Source: an optimization exercise on an open RTL-to-GDS flow (aim: small area, a short achievable clock period and few clock cycles). Production flows keep margins and buffers that such runs may drop.
The RTL was checked by simulation tests, not by an equivalence proof against the original design.
No activity file was given, so power comes from the tool's default toggle rates.

$ cat run.sh
#!/bin/bash
# synth_recipe.tcl (not shown) runs the flow's synth.tcl, then flattens the netlist and writes it again
# the make line also repeats each setting of config.mk as NAME=value (left out here)
make -C /OpenROAD-flow-scripts/flow DESIGN_CONFIG=/design/flow/config.mk WORK_HOME=/design/flow/orfs CLKGATE_MAP_FILE= SYNTH_SCRIPT=/design/flow/synth_recipe.tcl finish
$ cat config.mk
export PLATFORM = sky130hd
export DESIGN_NAME = l2d_core
export DESIGN_NICKNAME = l2d_core
export VERILOG_FILES = /design/flow/design.v
export SDC_FILE = /design/flow/constraint.sdc
export NUM_CORES = 4
export LEC_CHECK = 0
export ABC_CLOCK_PERIOD_IN_PS = 7000
export CAP_MARGIN = 20
export CORE_MARGIN = 2
export CORE_UTILIZATION = 40
export SETUP_SLACK_MARGIN = 5
export SLEW_MARGIN = 20
$ cat constraint.sdc
create_clock -name core_clock -period 12.0 [get_ports {clk}]
set_input_delay 2.4000 -clock core_clock [delete_from_list [all_inputs] [get_ports {clk}]]
set_output_delay 2.4000 -clock core_clock [all_outputs]
set_load 0.01 [all_outputs]
$ cat design.v
module l2d_core (
    input  wire        clk,
    input  wire        rst,             
    input  wire [10:0] cfg_len,         
    output reg  [9:0]  code_addr,
    input  wire [7:0]  code_rdata,
    output reg  [11:0] heap_addr,
    output reg         heap_we,
    output reg  [7:0]  heap_wdata,
    input  wire [7:0]  heap_rdata,
    output reg  [15:0] stk_addr,
    output reg         stk_we,
    output reg  [31:0] stk_wdata,
    input  wire [31:0] stk_rdata,
    output wire [2:0]  status,          
    output reg  [2:0]  fault_kind,
    output wire [3:0]  fault_robot,
    output wire [10:0] fault_pc,
    output wire [12:0] fault_sp,
    output reg  [31:0] ticks,
    input  wire [3:0]  dbg_robot,
    output wire [10:0] dbg_pc,
    output wire [12:0] dbg_sp,
    output wire        dbg_running
);
    localparam [2:0] F_BADINPUT = 3'd2, F_NOTSUPP = 3'd3, F_UNDERFLOW = 3'd5,
                     F_DIVZERO = 3'd6, F_OOB = 3'd7;
    localparam [2:0] P_LOAD = 3'd0, P_RUN = 3'd1, P_DONE = 3'd2, P_FAULT = 3'd3,
                     P_LERR = 3'd4, P_DRAIN = 3'd5;
    localparam [2:0] B_IDLE = 3'd0, B_MUL = 3'd1, B_DIV3 = 3'd2, B_DIVS = 3'd3,
                     B_DIVF = 3'd4, B_WR = 3'd5;
    localparam [1:0] F_IDLE = 2'd0, F_I1 = 2'd1, F_B1 = 2'd2, F_FULL = 2'd3;
    localparam [4:0] E_IDLE = 5'd0,  E_PUSHW = 5'd1,  E_BIN1 = 5'd2,  E_BIN2 = 5'd3,
                     E_MULS = 5'd4,  E_NOT1 = 5'd5,   E_DUP1 = 5'd6,  E_JZ1 = 5'd7,
                     E_SWAP1 = 5'd8, E_SWAP2 = 5'd9,  E_DIV1 = 5'd10, E_DIV2 = 5'd11,
                     E_DIV3 = 5'd12, E_DIVS = 5'd13,  E_DIVF = 5'd14, E_PL1 = 5'd15,
                     E_PL2 = 5'd16,  E_PL3 = 5'd17,   E_PL4 = 5'd18,  E_PLD = 5'd19,
                     E_PLY = 5'd20,  E_PLL = 5'd23,   E_VIS = 5'd21,  E_RDL = 5'd22;
    reg [2:0]  ph;
    reg [4:0]  lcnt;
    reg [12:0] mem_size;
    reg        ms_big;
    reg [7:0]  stride;
    reg [4:0]  rcount;
    reg        rc_big;
    reg [10:0] pc      [0:15];
    reg [12:0] sp      [0:15];
    reg [15:0] running;
    assign fault_robot = cur;
    assign fault_pc    = pc0;
    assign fault_sp    = sp0;
    assign status = (ph == P_DONE)  ? 3'd1 :
                    (ph == P_FAULT) ? 3'd2 :
                    (ph == P_LERR)  ? 3'd3 : 3'd0;
    assign dbg_pc      = pc[dbg_robot];
    assign dbg_sp      = sp[dbg_robot];
    assign dbg_running = running[dbg_robot];
    reg [1:0]  fst;
    reg [3:0]  f_robot;
    reg [10:0] f_pc;
    reg [12:0] f_sp;
    reg [7:0]  f_b0, f_b1;
    reg        f_oob0, f_oob1;
    wire       buf_valid = (fst == F_B1) || (fst == F_FULL);
    wire [7:0] buf_b1    = (fst == F_B1) ? code_rdata : f_b1;
    reg  [15:0] above;
    integer     n;
    always @(*)
        for (n = 0; n < 16; n = n + 1)
            above[n] = running[n] && (n > f_robot);
    wire [15:0] cand  = (above != 16'd0) ? above : running;
    wire        t_z0  = (cand[7:0] == 8'd0);
    wire [7:0]  cand8 = t_z0 ? cand[15:8] : cand[7:0];
    wire        t_z1  = (cand8[3:0] == 4'd0);
    wire [3:0]  cand4 = t_z1 ? cand8[7:4] : cand8[3:0];
    wire        t_z2  = (cand4[1:0] == 2'd0);
    wire [1:0]  cand2 = t_z2 ? cand4[3:2] : cand4[1:0];
    wire [3:0]  tgt    = {t_z0, t_z1, t_z2, !cand2[0]};
    wire        tgt_ok = (running != 16'd0);
    wire [10:0] tgt_pc = pc[tgt];
    wire [12:0] tgt_sp = sp[tgt];
    reg [4:0]  est;
    reg [3:0]  cur;
    reg [10:0] pc0;
    reg [12:0] sp0;
    reg [7:0]  eb0;
    reg [7:0]  eb1;
    reg        is_write;
    reg [31:0] opA, opB;
    reg [41:0] acc;
    reg [41:0] mreg;
    reg [32:0] qreg;
    reg        ydone, vcap, vrd;
    reg [11:0] voff;
    reg        v_ok;
    reg [7:0]  vbits;
    reg [2:0]  vcnt;
    reg [4:0]  dcnt;
    reg        q_neg, r_neg;
    reg [2:0]  bst;
    reg [3:0]  bu_robot;
    reg [11:0] bu_idx;
    reg        bu_mod, bu_div;
    wire       bu_busy = (bst != B_IDLE);
    wire       b_done;
    reg        pw_valid;
    wire [3:0] arg = eb0[3:0];
    wire [3:0] s_arg = f_b0[3:0];
    wire [2:0] s_cls = f_b0[6:4];
    wire       s_push = f_b0[7];
    wire       s_uses_stk = !s_push && ((s_cls == 3'd1) || (s_cls == 3'd4) ||
                                        ((s_cls == 3'd2) && (s_arg != 4'd8)));
    wire       s_mdiv   = !s_push && (s_cls == 3'd2) && ((s_arg == 4'd2) || (s_arg == 4'd3) || (s_arg == 4'd4));
    wire       s_plot   = !s_push && (s_cls == 3'd1);
    wire       bu_ending = (bst == B_WR) || ((bst == B_MUL) && b_done) ||
                           ((bst == B_DIVS) && (dcnt == 5'd0));
    wire       s_stall = (pw_valid && s_uses_stk) ||
                         (bu_busy && (s_plot || (s_mdiv && !bu_ending) || (f_robot == bu_robot)));
    wire       start_go = (ph == P_RUN) && (est == E_IDLE) && buf_valid && !s_stall;
    wire [14:0] s_addr = {f_b0[6:0], buf_b1};
    wire       s_sp0   = (f_sp == 13'd0);
    wire       s_sp_lt2 = (f_sp < 13'd2);
    wire       s_full  = f_sp[12];
    wire       ex_busy  = (est != E_IDLE);
    wire [3:0] act_robot = ex_busy ? cur : f_robot;
    wire       act_valid = ex_busy || start_go;
    wire       can_issue = (ph == P_RUN) && tgt_ok && !(act_valid && (tgt == act_robot)) &&
                           ((fst == F_IDLE) || (buf_valid && start_go));
    wire [41:0] b_acc_in = acc;
    wire [41:0] b_m_in   = mreg;
    wire [32:0] b_q_in   = qreg;
    function [42:0] booth_pp;        
        input [2:0]  bits;
        input [41:0] m;
        reg   [41:0] sel;
        reg          neg;
        begin
            case (bits)
                3'b001, 3'b010: begin sel = m;        neg = 1'b0; end
                3'b011:         begin sel = {m[40:0], 1'b0}; neg = 1'b0; end
                3'b100:         begin sel = {m[40:0], 1'b0}; neg = 1'b1; end
                3'b101, 3'b110: begin sel = m;        neg = 1'b1; end
                default:        begin sel = 42'd0;    neg = 1'b0; end
            endcase
            booth_pp = {neg, neg ? ~sel : sel};
        end
    endfunction
    wire [42:0] pp0 = booth_pp(b_q_in[2:0], b_m_in);
    wire [42:0] pp1 = booth_pp(b_q_in[4:2], {b_m_in[39:0], 2'b00});
    wire [41:0] b_sum = b_acc_in + pp0[41:0] + pp1[41:0] +
                        {40'd0, pp0[42] & pp1[42], pp0[42] ^ pp1[42]};
    wire [32:0] b_q_nx = {{4{b_q_in[32]}}, b_q_in[32:4]};
    assign      b_done = (b_q_nx == 33'd0) || (b_q_nx == {33{1'b1}});
    wire        a_hi_z = (acc[41:12] == 30'd0);
    wire        a_hi_o = (acc[41:12] == {30{1'b1}});
    wire        a_big  = !a_hi_z && !a_hi_o;       
    wire        a_inrange = (acc[41:13] == 29'd0) && (acc[12:0] < mem_size);
    wire [13:0] v_nx    = {2'b00, voff} + acc[13:0];
    wire        v_nx_ok = !a_big && !v_nx[13] && (v_nx[12:0] < mem_size);
    wire        v_first = (est == E_PLD) && (vcnt == 3'd0);
    wire        v_go    = v_first || (est == E_VIS);
    wire [11:0] v_off   = v_first ? voff : v_nx[11:0];
    wire        v_cok   = v_first ? v_ok : v_nx_ok;
    wire [7:0]  v_bits  = vcap ? stk_rdata[7:0] : vbits;
    wire [32:0] div_t1  = {acc[31:0], qreg[31]} - {1'b0, mreg[31:0]};
    wire        div_f1  = !div_t1[32];
    wire [31:0] div_r1  = div_f1 ? div_t1[31:0] : {acc[30:0], qreg[31]};
    wire [32:0] div_t2  = {div_r1, qreg[30]} - {1'b0, mreg[31:0]};
    wire        div_f2  = !div_t2[32];
    wire [31:0] div_r2  = div_f2 ? div_t2[31:0] : {div_r1[30:0], qreg[30]};
    wire [31:0] nabs  = stk_rdata[31] ? (32'd0 - stk_rdata) : stk_rdata;
    wire [1:0]  nskip = (nabs[31:24] != 8'd0) ? 2'd0 :
                        (nabs[23:16] != 8'd0) ? 2'd1 :
                        (nabs[15:8]  != 8'd0) ? 2'd2 : 2'd3;
    wire [31:0] nshift = (nskip == 2'd0) ? nabs :
                         (nskip == 2'd1) ? {nabs[23:0], 8'd0} :
                         (nskip == 2'd2) ? {nabs[15:0], 16'd0} : {nabs[7:0], 24'd0};
    wire [31:0] div_res = bu_mod ? (r_neg ? 32'd0 - acc[31:0] : acc[31:0])
                                        : (q_neg ? 32'd0 - qreg[31:0] : qreg[31:0]);
    wire [31:0] alu_b   = stk_rdata;
    wire        alu_sub = (arg == 4'd0);
    wire [31:0] alu_sum = alu_b + (alu_sub ? ~opA : opA) + {31'd0, alu_sub};
    wire [31:0] alu_res = (arg == 4'd5) ? (alu_b & opA) :
                          (arg == 4'd6) ? (alu_b | opA) : alu_sum;
    wire        a_start = (est == E_IDLE) && start_go && s_uses_stk;
    reg  [2:0]  a_neg;        
    always @(*) begin
        case (est)
            E_PUSHW, E_DUP1:        a_neg = 3'd0;
            E_NOT1, E_SWAP2, E_PL2: a_neg = 3'd1;
            E_PL1, E_RDL:           a_neg = 3'd4;
            E_PL4:                  a_neg = 3'd5;
            default:                a_neg = 3'd2;
        endcase
        if (a_start) a_neg = (s_cls == 3'd1) ? 3'd3 : 3'd1;
    end
    wire [11:0] a_idx = (a_start ? f_sp[11:0] : sp0[11:0]) - {9'd0, a_neg};
    wire bw_go = (bst == B_WR) && !pw_valid;
    wire exec_stk = start_go ? s_uses_stk :
                    (est == E_PUSHW) || (est == E_BIN1) || (est == E_NOT1) ||
                    (est == E_DUP1) || (est == E_SWAP1) || (est == E_SWAP2) ||
                    (est == E_DIV1) || (est == E_PL1) || (est == E_PL2) ||
                    (est == E_PL3) || (est == E_PL4) || (est == E_RDL);
    always @(*) begin
        if (ph == P_LOAD)      code_addr = 10'd6 + {5'd0, lcnt};
        else if (fst == F_I1)  code_addr = f_pc[9:0] + 10'd1;
        else                   code_addr = tgt_pc[9:0];
        heap_addr  = v_off;
        heap_we    = 1'b0;
        heap_wdata = {7'd0, v_bits[7]};
        if (est == E_IDLE) heap_addr = s_addr[11:0];
        if (v_go && is_write && v_cok) heap_we = 1'b1;
        if (ph != P_RUN) heap_we = 1'b0;
        stk_addr  = {cur, a_idx};
        stk_we    = 1'b0;
        stk_wdata = pw_valid ? opB : bu_div ? div_res : acc[31:0];
        if (a_start)
            stk_addr = {f_robot, a_idx};
        else if (!exec_stk) begin
            if (!pw_valid) stk_addr = {bu_robot, bu_idx};
            stk_we = pw_valid || bw_go;
        end else begin
            case (est)
                E_PUSHW: begin
                    stk_we    = 1'b1;
                    stk_wdata = {24'd0, heap_rdata};
                end
                E_NOT1: begin
                    stk_we    = 1'b1;
                    stk_wdata = ~stk_rdata;
                end
                E_DUP1, E_SWAP2: begin
                    stk_we    = 1'b1;
                    stk_wdata = stk_rdata;
                end
                E_RDL: begin
                    stk_we    = 1'b1;
                    stk_wdata = {24'd0, vbits[6:0], heap_rdata[0]};
                end
                default: ;
            endcase
        end
        if ((ph != P_RUN) && (ph != P_DRAIN)) stk_we = 1'b0;
    end
    reg        c_en;        
    reg        c_halt;
    reg [10:0] c_pc;
    reg [12:0] c_sp;
    reg [2:0]  c_spd;       
    reg        c_sp5;       
    reg        c_pc2;       
    reg        c_jmp;       
    reg [10:0] c_tgt;
    reg        flt_en;
    reg [2:0]  flt_kind;
    wire [3:0] c_robot = (est == E_IDLE) ? f_robot : cur;
    always @(*) begin
        c_en = 1'b0; c_halt = 1'b0;
        c_spd = 3'd0; c_sp5 = 1'b0; c_pc2 = 1'b0; c_jmp = 1'b0; c_tgt = {7'd0, arg};
        flt_en = 1'b0; flt_kind = F_OOB;
        if (ph == P_RUN) begin
            if (start_go) begin
                if (f_oob0) begin flt_en = 1'b1; flt_kind = F_OOB; end
                else if (s_push) begin
                    if (f_oob1 || (s_addr >= {2'd0, mem_size}) || s_full) begin
                        flt_en = 1'b1; flt_kind = F_OOB;
                    end
                end else begin
                    case (s_cls)
                        3'd0: begin c_en = 1'b1; c_halt = 1'b1; end
                        3'd1: begin
                            if ((s_arg == 4'd1) ? (f_sp < 13'd5) : (f_sp < 13'd4)) begin
                                flt_en = 1'b1; flt_kind = F_UNDERFLOW;
                            end
                        end
                        3'd2: begin
                            case (s_arg)
                                4'd0, 4'd1, 4'd2, 4'd5, 4'd6, 4'd9:
                                    if (s_sp_lt2) begin flt_en = 1'b1; flt_kind = F_UNDERFLOW; end
                                4'd3, 4'd4, 4'd7:
                                    if (s_sp0) begin flt_en = 1'b1; flt_kind = F_UNDERFLOW; end
                                4'd8: begin
                                    if (s_sp0) begin flt_en = 1'b1; flt_kind = F_UNDERFLOW; end
                                    else begin c_en = 1'b1; c_spd = 3'b111; end
                                end
                                4'd10: begin
                                    if (s_sp0) begin flt_en = 1'b1; flt_kind = F_UNDERFLOW; end
                                    else if (s_full) begin flt_en = 1'b1; flt_kind = F_OOB; end
                                end
                                default: begin flt_en = 1'b1; flt_kind = F_BADINPUT; end
                            endcase
                        end
                        3'd3: begin
                            c_jmp = 1'b1;
                            c_tgt = (s_arg != 4'd15) ? {7'd0, s_arg} : {3'd0, buf_b1};
                            if ((s_arg == 4'd15) && f_oob1) begin flt_en = 1'b1; flt_kind = F_OOB; end
                            else c_en = 1'b1;
                        end
                        3'd4: begin
                            if (s_sp0) begin flt_en = 1'b1; flt_kind = F_UNDERFLOW; end
                            else if ((s_arg == 4'd15) && f_oob1) begin flt_en = 1'b1; flt_kind = F_OOB; end
                        end
                        default: begin flt_en = 1'b1; flt_kind = F_BADINPUT; end
                    endcase
                end
            end else begin
                case (est)
                    E_PUSHW: begin c_en = 1'b1; c_pc2 = 1'b1; c_spd = 3'd1; end
                    E_BIN2:  begin c_en = 1'b1; c_spd = 3'b111; end
                    E_NOT1:  c_en = 1'b1;
                    E_DUP1:  begin c_en = 1'b1; c_spd = 3'd1; end
                    E_JZ1: begin
                        c_en = 1'b1; c_spd = 3'b111;
                        c_tgt = (arg == 4'd15) ? {3'd0, eb1} : {7'd0, arg};
                        c_jmp = (stk_rdata == 32'd0);
                        c_pc2 = (arg == 4'd15);
                    end
                    E_SWAP2: c_en = 1'b1;
                    E_DIV1: begin
                        if (stk_rdata == 32'd0) begin flt_en = 1'b1; flt_kind = F_DIVZERO; end
                        else if (sp0 == 13'd1) begin flt_en = 1'b1; flt_kind = F_UNDERFLOW; end
                    end
                    E_DIV2:  begin c_en = 1'b1; c_spd = 3'b111; end
                    E_PLD: if (v_first && !v_cok) begin flt_en = 1'b1; flt_kind = F_OOB; end
                    E_VIS: begin
                        if (!v_cok) begin flt_en = 1'b1; flt_kind = F_OOB; end
                        else if (is_write && (vcnt == 3'd7)) begin c_en = 1'b1; c_sp5 = 1'b1; end
                    end
                    E_RDL:   begin c_en = 1'b1; c_spd = 3'b101; end
                    default: ;
                endcase
            end
        end
        c_sp = (start_go ? f_sp : sp0) + (c_sp5 ? 13'h1ffb : {{10{c_spd[2]}}, c_spd});
        c_pc = c_jmp ? c_tgt : (start_go ? f_pc : pc0) + (c_pc2 ? 11'd2 : 11'd1);
    end
    wire b_step = (bst == B_MUL) || (est == E_PL3) || ((est == E_PL4) && !ydone) ||
                  (est == E_PLY) || (est == E_PLD);
    wire        w_load  = (ph == P_LOAD) && (lcnt >= 5'd6);
    wire [3:0]  w_robot = w_load ? (lcnt[3:0] - 4'd6) : c_robot;
    wire        w_exist = ({1'b0, lcnt - 5'd6} < rcount);
    wire [10:0] w_pc    = w_load ? (w_exist ? {3'd0, code_rdata} : 11'd0) : c_pc;
    wire [12:0] w_sp    = w_load ? 13'd0 : c_sp;
    wire        w_en    = w_load || ((ph == P_RUN) && c_en);
    always @(posedge clk) begin
        if (w_en) begin
            pc[w_robot] <= w_pc;
            sp[w_robot] <= w_sp;
        end
        if (w_load) running[w_robot] <= w_exist;
        else if ((ph == P_RUN) && c_en && c_halt) running[c_robot] <= 1'b0;
    end
    always @(posedge clk) begin
        if (rst) begin
            ph          <= P_LOAD;
            lcnt        <= 5'd0;
            ticks       <= 32'd0;
            bst         <= B_IDLE;
            fst         <= F_IDLE;
            f_robot     <= 4'd15;
            est         <= E_IDLE;
            pw_valid    <= 1'b0;
        end else begin
            if (ph == P_LOAD) begin
                lcnt <= lcnt + 5'd1;
                case (lcnt)
                    5'd1: begin mem_size[12:8] <= code_rdata[4:0]; ms_big <= (code_rdata[7:5] != 3'd0); end
                    5'd2: mem_size[7:0] <= code_rdata;
                    5'd3: stride <= code_rdata;
                    5'd5: begin rcount <= code_rdata[4:0]; rc_big <= (code_rdata[7:5] != 3'd0); end
                    default: ;
                endcase
                if (lcnt == 5'd6) begin
                    if (rc_big || (rcount > 5'd16) || ms_big || (mem_size > 13'd4096)) begin
                        fault_kind <= F_NOTSUPP;
                        ph         <= P_LERR;
                    end else if (11'd11 + {6'd0, rcount} > cfg_len) begin
                        fault_kind <= F_BADINPUT;
                        ph         <= P_LERR;
                    end
                end
                if (lcnt == 5'd21 && ph == P_LOAD && !(lcnt == 5'd6)) ph <= P_RUN;
            end
            if (ph == P_RUN) begin
                case (fst)
                    F_I1: begin
                        f_b0   <= code_rdata;
                        f_oob1 <= (f_pc + 11'd1 >= cfg_len);
                        fst    <= F_B1;
                    end
                    F_B1: begin
                        f_b1 <= code_rdata;
                        fst  <= start_go ? F_IDLE : F_FULL;
                    end
                    F_FULL: if (start_go) fst <= F_IDLE;
                    default: ;
                endcase
                if (can_issue) begin
                    f_robot <= tgt;
                    f_pc    <= tgt_pc;
                    f_sp    <= tgt_sp;
                    f_oob0  <= (tgt_pc >= cfg_len);
                    fst     <= F_I1;
                end
                if (!exec_stk) pw_valid <= 1'b0;
                if (!exec_stk && bw_go) bst <= B_IDLE;
                if (c_en) begin
                    ticks       <= ticks + 32'd1;
                end
                if (flt_en) begin
                    fault_kind  <= flt_kind;
                    ph          <= bu_busy ? P_DRAIN : P_FAULT;
                end
                vcap <= (est == E_PL4) && !start_go;
                vrd  <= v_go && !is_write;
                if (vcap) vbits <= stk_rdata[7:0];
                if (v_go) begin
                    voff <= v_off;
                    vcnt <= vcnt + 3'd1;
                    if (is_write) vbits <= {v_bits[6:0], 1'b0};
                end
                if (vrd) vbits <= {vbits[6:0], heap_rdata[0]};
                if (start_go) begin
                    cur <= f_robot;
                    pc0 <= f_pc;
                    sp0 <= f_sp;
                    eb0 <= f_b0;
                    eb1 <= buf_b1;
                    if (!flt_en && !c_en) begin
                        if (s_push) est <= E_PUSHW;
                        else case (s_cls)
                            3'd1: begin est <= E_PL1; is_write <= (s_arg == 4'd1); end
                            3'd2: case (s_arg)
                                4'd3, 4'd4: est <= E_DIV1;
                                4'd7:       est <= E_NOT1;
                                4'd9:       est <= E_SWAP1;
                                4'd10:      est <= E_DUP1;
                                default:    est <= E_BIN1;
                            endcase
                            default: est <= E_JZ1;       
                        endcase
                    end
                end else begin
                    case (est)
                        E_PUSHW, E_NOT1, E_DUP1, E_JZ1, E_RDL: est <= E_IDLE;
                        E_BIN1: begin opA <= stk_rdata; est <= E_BIN2; end
                        E_BIN2: begin
                            if (arg == 4'd2) begin
                                acc      <= 42'd0;
                                mreg     <= {{10{stk_rdata[31]}}, stk_rdata};
                                qreg     <= {opA, 1'b0};
                                bst      <= B_MUL;
                                bu_div   <= 1'b0;
                                bu_robot <= cur;
                                bu_idx   <= a_idx;
                            end else begin
                                opB      <= alu_res;
                                pw_valid <= 1'b1;
                            end
                            est <= E_IDLE;
                        end
                        E_SWAP1: begin opA <= stk_rdata; est <= E_SWAP2; end
                        E_SWAP2: begin
                            opB      <= opA;
                            pw_valid <= 1'b1;
                            est      <= E_IDLE;
                        end
                        E_DIV1: begin opA <= stk_rdata; est <= E_DIV2; end
                        E_DIV2: begin
                            acc[31:0]  <= 32'd0;
                            qreg[31:0] <= nshift;
                            dcnt       <= {1'b0, ~nskip, 2'b11};
                            mreg[31:0] <= opA[31] ? 32'd0 - opA : opA;
                            q_neg      <= opA[31] ^ stk_rdata[31];
                            r_neg      <= stk_rdata[31];
                            bu_mod     <= (arg == 4'd4);
                            bu_div     <= 1'b1;
                            bst        <= B_DIVS;
                            bu_robot   <= cur;
                            bu_idx     <= a_idx;
                            est        <= E_IDLE;
                        end
                        E_PL1: begin opA <= stk_rdata; est <= E_PL2; end             
                        E_PL2: begin                                                 
                            acc   <= {{10{stk_rdata[31]}}, stk_rdata};
                            mreg  <= {{10{opA[31]}}, opA};
                            qreg  <= {24'd0, stride, 1'b0};
                            est   <= E_PL3;
                        end
                        E_PL3: begin                                                 
                            opB   <= stk_rdata;
                            ydone <= b_done;
                            est   <= E_PL4;
                        end
                        E_PL4: begin                                                 
                            opA <= stk_rdata;
                            if (ydone) begin                                         
                                voff <= acc[11:0];
                                v_ok <= a_inrange;
                                acc  <= {{10{stk_rdata[31]}}, stk_rdata};
                                mreg <= {{10{opB[31]}}, opB};
                                qreg <= {24'd0, stride, 1'b0};
                                vcnt <= 3'd0;
                                est  <= E_PLD;
                            end else
                                est  <= b_done ? E_PLL : E_PLY;
                        end
                        E_PLY: if (b_done) est <= E_PLL;
                        E_PLL: begin                                                 
                            voff <= acc[11:0];
                            v_ok <= a_inrange;
                            acc  <= {{10{opA[31]}}, opA};
                            mreg <= {{10{opB[31]}}, opB};
                            qreg <= {24'd0, stride, 1'b0};
                            vcnt <= 3'd0;
                            est  <= E_PLD;
                        end
                        E_PLD: if (b_done) est <= E_VIS;                             
                        E_VIS: if (vcnt == 3'd7) est <= is_write ? E_IDLE : E_RDL;
                        default: ;
                    endcase
                end
                if (!flt_en && (est == E_IDLE) && !buf_valid && (fst == F_IDLE) &&
                    (running == 16'd0) && !pw_valid && !bu_busy)
                    ph <= P_DONE;
            end
            if (ph == P_DRAIN) begin
                if (bw_go) bst <= B_IDLE;
                if (!bu_busy) ph <= P_FAULT;
            end
            if ((ph == P_RUN) || (ph == P_DRAIN)) begin
                if (b_step) begin
                    acc  <= b_sum;
                    mreg <= {b_m_in[37:0], 4'd0};
                    qreg <= b_q_nx;
                end
                case (bst)
                    B_MUL: if (b_done) bst <= B_WR;
                    B_DIVS: begin
                        acc[31:0]  <= div_r2;
                        qreg[31:0] <= {qreg[29:0], div_f1, div_f2};
                        dcnt       <= dcnt - 5'd1;
                        if (dcnt == 5'd0) bst <= B_WR;
                    end
                    default: ;
                endcase
            end
        end
    end
endmodule
==> flow_results.org <==
** Synthesis
- The commonest cells after synthesis are sky130_fd_sc_hd__edfxtp_1, sky130_fd_sc_hd__a21oi_1, sky130_fd_sc_hd__nand2_1, sky130_fd_sc_hd__o21ai_0, sky130_fd_sc_hd__nor2_1.
- For this run, the number of Yosys warnings is 1.
- The average instance in the mapped netlist occupies 9.660 µm².
- Proportion of register bits with asynchronous set or reset after synthesis :: 0%
- In the synthesized netlist, the number of instances is 6294.
- The cell area that synthesis handed to floorplanning was 0.06080 mm².
- Cell type with the highest aggregate area in the netlist :: sky130_fd_sc_hd__edfxtp_1
- Synthesis inferred 805 register bits.
- Number of unique standard cell types used by synthesis :: 104
- Yosys attributes the largest share of cell area to sky130_fd_sc_hd__edfxtp_1, sky130_fd_sc_hd__ha_1, sky130_fd_sc_hd__mux4_2.
- Cell with the most instances after synthesis :: sky130_fd_sc_hd__edfxtp_1
- In the synthesized netlist the dominant register cell turns out to be sky130_fd_sc_hd__edfxtp_1.
- Top-area cell type share of the netlist area :: 36.89%
- Yosys mapped a number of flops with a built-in enable equal to 747.
- Share of synthesized area occupied by flip-flops and latches :: 38.80%

** Clock network
- In this run the number of H-tree levels came out at 3.
- The clock passes through at most 3 buffers.
- Clock tree synthesis selected as its root buffer the cell sky130_fd_sc_hd__clkbuf_16.
- At the later pin of the worst-skew pair, clock insertion delay measures 0.78 ns.
- Clock tree from TritonCTS :: yes
- Counting the buffers created by CTS gives 96.
- Clk slew on worst S/H paths :: 0.06 ns
- CTS sink cnt :: 805
- Hold repair after CTS inserted 0 buffers.

** Floorplanning
- In this run the horizontal extent of the chip is 393.9 µm.
- Initial Utilization :: 40.17%
- Core area :: 0.1514 mm²
- Die Area :: 0.1551 mm²
- Height of the die :: 393.9 µm
- Number of placed I/O pins :: 236
- In this run the core area contains 143 standard-cell rows.

** Placement
- Detailed placement finished with a half-perimeter wire length of 168.1 mm.
- At the end of routability-driven placement, the weighted congestion stood at 0.9644.
- Total of buffers placed on input and output ports :: 227

** Routing
- Total detailed-routing wirelength :: 251.9 mm
- Vias per cell :: 6.467
- For this run, design rule violations remaining after detail routing come to 0.
- Number of nets still failing antenna checks after routing :: 0
- Number of design-rule violations left by the first detailed-router iteration :: 7357
- Via count of the routed design :: 56500
- Dividing the detail-routed wire length by the instance count gives 28.84 µm.
- Total iterations of the first detailed-routing run :: 9

** Final layout
- Growth of design area from synthesis to finish :: 21.31%
- Final layout net count :: 7045
- Proportion of layout cells with a drive suffix above 1 :: 18.36%
- FILL cells :: 13880

** Timing
- Setup violations, final :: 0
- For the pin with the worst max-slew slack, the measured transition is 1.375 ns.
- Unrepaired setup endpoints after global routing :: yes
- The final critical path takes up 66.32% of the cycle.
- Adding up every negative setup slack in the final design gives 0 ns.
- Based on the critical path, the design can be clocked at up to 125.7 MHz.
- Final hold violations :: 0
- Headroom to the max-slew limit came out at 7.153%.
- Post-Route Skew :: 0.09332 ns
- Across all hold checks on the routed design, the worst slack comes to 0.4984 ns.
- Minimum period implied by the final worst setup slack :: 7.958 ns
- The total count of max-transition violations in the final report came to 0.

** Global routing
- For met2 alone, demand over resource in global routing was 49.87%.
- Layer carrying the most global-route usage :: met2
- Global routing consumed, on the met3 layer, 6.205% of the routing resources.
- The first global-routing pass estimated 364.5 mm of wire.
- The number of antenna violations at the first check in global routing was 5.
- The via count of the first global-routing pass is 54090.
- Total track usage :: 31.08%
- Entering global routing, the biggest net connects 87 pins.
- Sum of overflow across all layers after global routing :: 0
- Global routing used 38.39% of the available met1 tracks.

** Job
- Max-Cap Viols :: 0

** Critical path
- The worst setup path is launched from a flip-flop.
- Required time of the critical path :: 9.60 ns
- Counting both buffers and inverters, the worst setup path holds a total of 4.
- Largest delay contributor family on the critical path :: simple AND/OR/NAND/NOR gates
- Stage delay of the slowest cell on the critical path :: 0.56 ns
- Among all stages on the critical path, the largest delay is contributed by sky130_fd_sc_hd__or4_4.
- CP cell instances :: or4_4, or4b_4, or4_4, a21oi_4, o21a_4, o21bai_4, nor3b_4, buf_12, buf_4, a31oi_2, buf_4, fa_2, a21o_4, nor4_4, xor2_1, nor2_1, a21oi_2, mux2_4, buf_6
- The critical path in this run is classified as reg -> out.
- Arrival time of the worst setup path :: 5.56 ns
- Kind of end point of the critical path :: output pin
- Of all nets on the critical path, the largest fanout is 6.

** Outcome
- The flow ran to the end and the layout has no timing, DRC or antenna violations.

** Worst hold path
- Worst min-delay path category :: reg -> reg

** Power
- The analysis attributes to cell leakage a power of 26.97 nW.
- Peak VDD IR :: 0.1103 mV
- Power per unit of standard cell area :: 117.1 mW/mm²
[metal layers]
metal  routed length [µm]  share of wire, %  up-vias
met5                   86             0.034        -
met1                93760                37    27630
met2               114600                45     3285
li1                     -                 -    24700
met3                23390               9.3      873
met4                20100               8.0       10
[registers in the layout, indices dropped and copies added (netlist names), 12 cells and up, named ones only]
register  cells
sp          208
pc          176
acc          42
mreg         42
qreg         33
opA          32
opB          32
ticks        32
running      16
f_sp         13
mem_size     13
sp0          13
bu_idx       12
voff         12
[logic make-up (layout without fill, tap and decap cells)]
group | after synthesis | after routing | share of synthesized area (%)
AOI/OAI and AO/OA | 2064 | 2068 | 22.37
xor gates and xnor gates | 414 | 414 | 5.964
adders and majority gates | 357 | 357 | 7.964
buffers and inverters | 790 | 1188 | 5.079
DFF | 805 | 805 | 38.80
muxes | 273 | 273 | 7.180
other | 1 | 9 | 0.006168
and+or+nand+nor | 1590 | 1592 | 12.64
[path summary, 6_finish.rpt]
| check | start | end | slack [ns] | cells past startpoint |
|---|---|---|---|---|
| setup / recovery | qreg[18] | stk_addr[6] | 4.04 | 19 |
| hold reg to reg | ticks[14] | ticks[14] | 0.50 | 2 |
| hold / removal | ticks[14] | ticks[14] | 0.50 | 2 |
| setup reg to reg | qreg[31] | acc[27] | 5.09 | 31 |
[power breakdown]
| group | total, mW | switching (mW) | internal [mW] | leakage (nW) |
|---|---|---|---|---|
| logic | 2.37 | 1.33 | 1.04 | 18.1 |
| registers | 3.15 | 0.0546 | 3.09 | 7.28 |
| clock network | 3.12 | 1.36 | 1.76 | 1.61 |
| total | 8.64 | 2.75 | 5.89 | 27.0 |
[worst min-delay path, cell delays in order (launching register included)]
cell                      delay [ns]
sky130_fd_sc_hd__dfxtp_1        0.32
sky130_fd_sc_hd__o21ai_0        0.07
sky130_fd_sc_hd__a21oi_1        0.06
[layout by cell type, fill, tap and decap left out, types with 46 or more instances in the layout]
cell type and count:
sky130_fd_sc_hd__edfxtp_1 747, sky130_fd_sc_hd__clkdlybuf4s50_1 182, sky130_fd_sc_hd__o21ai_0 395, sky130_fd_sc_hd__o22ai_1 127, sky130_fd_sc_hd__dfxtp_1 53, sky130_fd_sc_hd__or3_1 59, sky130_fd_sc_hd__a211oi_1 62, sky130_fd_sc_hd__o221ai_1 98
sky130_fd_sc_hd__and3_1 46, sky130_fd_sc_hd__nand3_1 92, sky130_fd_sc_hd__buf_4 383, sky130_fd_sc_hd__nand2b_1 56, sky130_fd_sc_hd__ha_1 292, sky130_fd_sc_hd__nor2b_1 50, sky130_fd_sc_hd__a221oi_1 59, sky130_fd_sc_hd__clkbuf_16 101
sky130_fd_sc_hd__nand2_1 481, sky130_fd_sc_hd__mux4_2 126, sky130_fd_sc_hd__a21oi_1 443, sky130_fd_sc_hd__a21o_1 96, sky130_fd_sc_hd__nand4_1 68, sky130_fd_sc_hd__mux2i_1 100, sky130_fd_sc_hd__nor2_1 350, sky130_fd_sc_hd__buf_6 51
sky130_fd_sc_hd__xor2_1 140, sky130_fd_sc_hd__inv_1 305, sky130_fd_sc_hd__xnor2_1 265, sky130_fd_sc_hd__nor3_1 105, sky130_fd_sc_hd__o211ai_1 46, sky130_fd_sc_hd__a22oi_1 172
[through the flow]
stage	util [%]	cells	setup WS (ns)	instance area (µm²)	power, mW
detailed placement	43.25	8257	2.574	65470	5.267
finish	48.73	8736	4.042	73760	8.639
global placement	43.24	8257	2.740	65450	5.245
global route	48.73	8735	3.974	73760	8.968
CTS	47.60	8629	3.969	72060	8.500
floorplan	-	6301	4.836	60930	4.704
[final cells by class]
| class | instances | area [µm²] | share of cell area (%) |
|---|---|---|---|
| Timing Repair Buffer | 692 | 6598 | 8.945 |
| Antenna cell | 1 | 2.502 | 0.003393 |
| Clock buffer | 119 | 2614 | 3.544 |
| Multi-Input combinational cell | 4712 | 36490 | 49.46 |
| Tap cell | 2030 | 2540 | 3.444 |
| Clock inverter | 61 | 708.2 | 0.9601 |
| Sequential cell | 805 | 23610 | 32.01 |
| Inverter | 316 | 1204 | 1.632 |
[what timing repair did]
item	CTS	global route
setup endpoints to repair	285	180
gates cloned	22	3
buffers inserted	170	102
resized for setup	438	198
pin swaps	127	147
Testbench counts, summed over its fixed seeds: cycles 532,449.

## separate check: timing with driven ports
The flow's constraints put no driver on any port. The routed layout listed below was extracted and timed again, unchanged, in two steps.
Step 1 assumes that a clkbuf_16 drives the clock port and a buf_2 every other input.
Step 2 also shifts input and output timing later by t, the mid clock arrival at the registers, as if the neighbouring blocks saw the same clock.
Three values: ideal, step 1, step 2; two values: the first two.
shift t [ns]: 0.811
setup slack, ns: 4.042 / 3.966 / 4.532
hold WS [ns]: 0.498 / 0.498 / 0.498
clock arrival spread, ns: 0.096 / 0.096
worst data-port slew with drivers (ns): 0.23
After both steps this run still meets setup and hold. For this run, drivers alone change the setup slack by -0.076 ns; drivers and shift together by +0.490 ns.
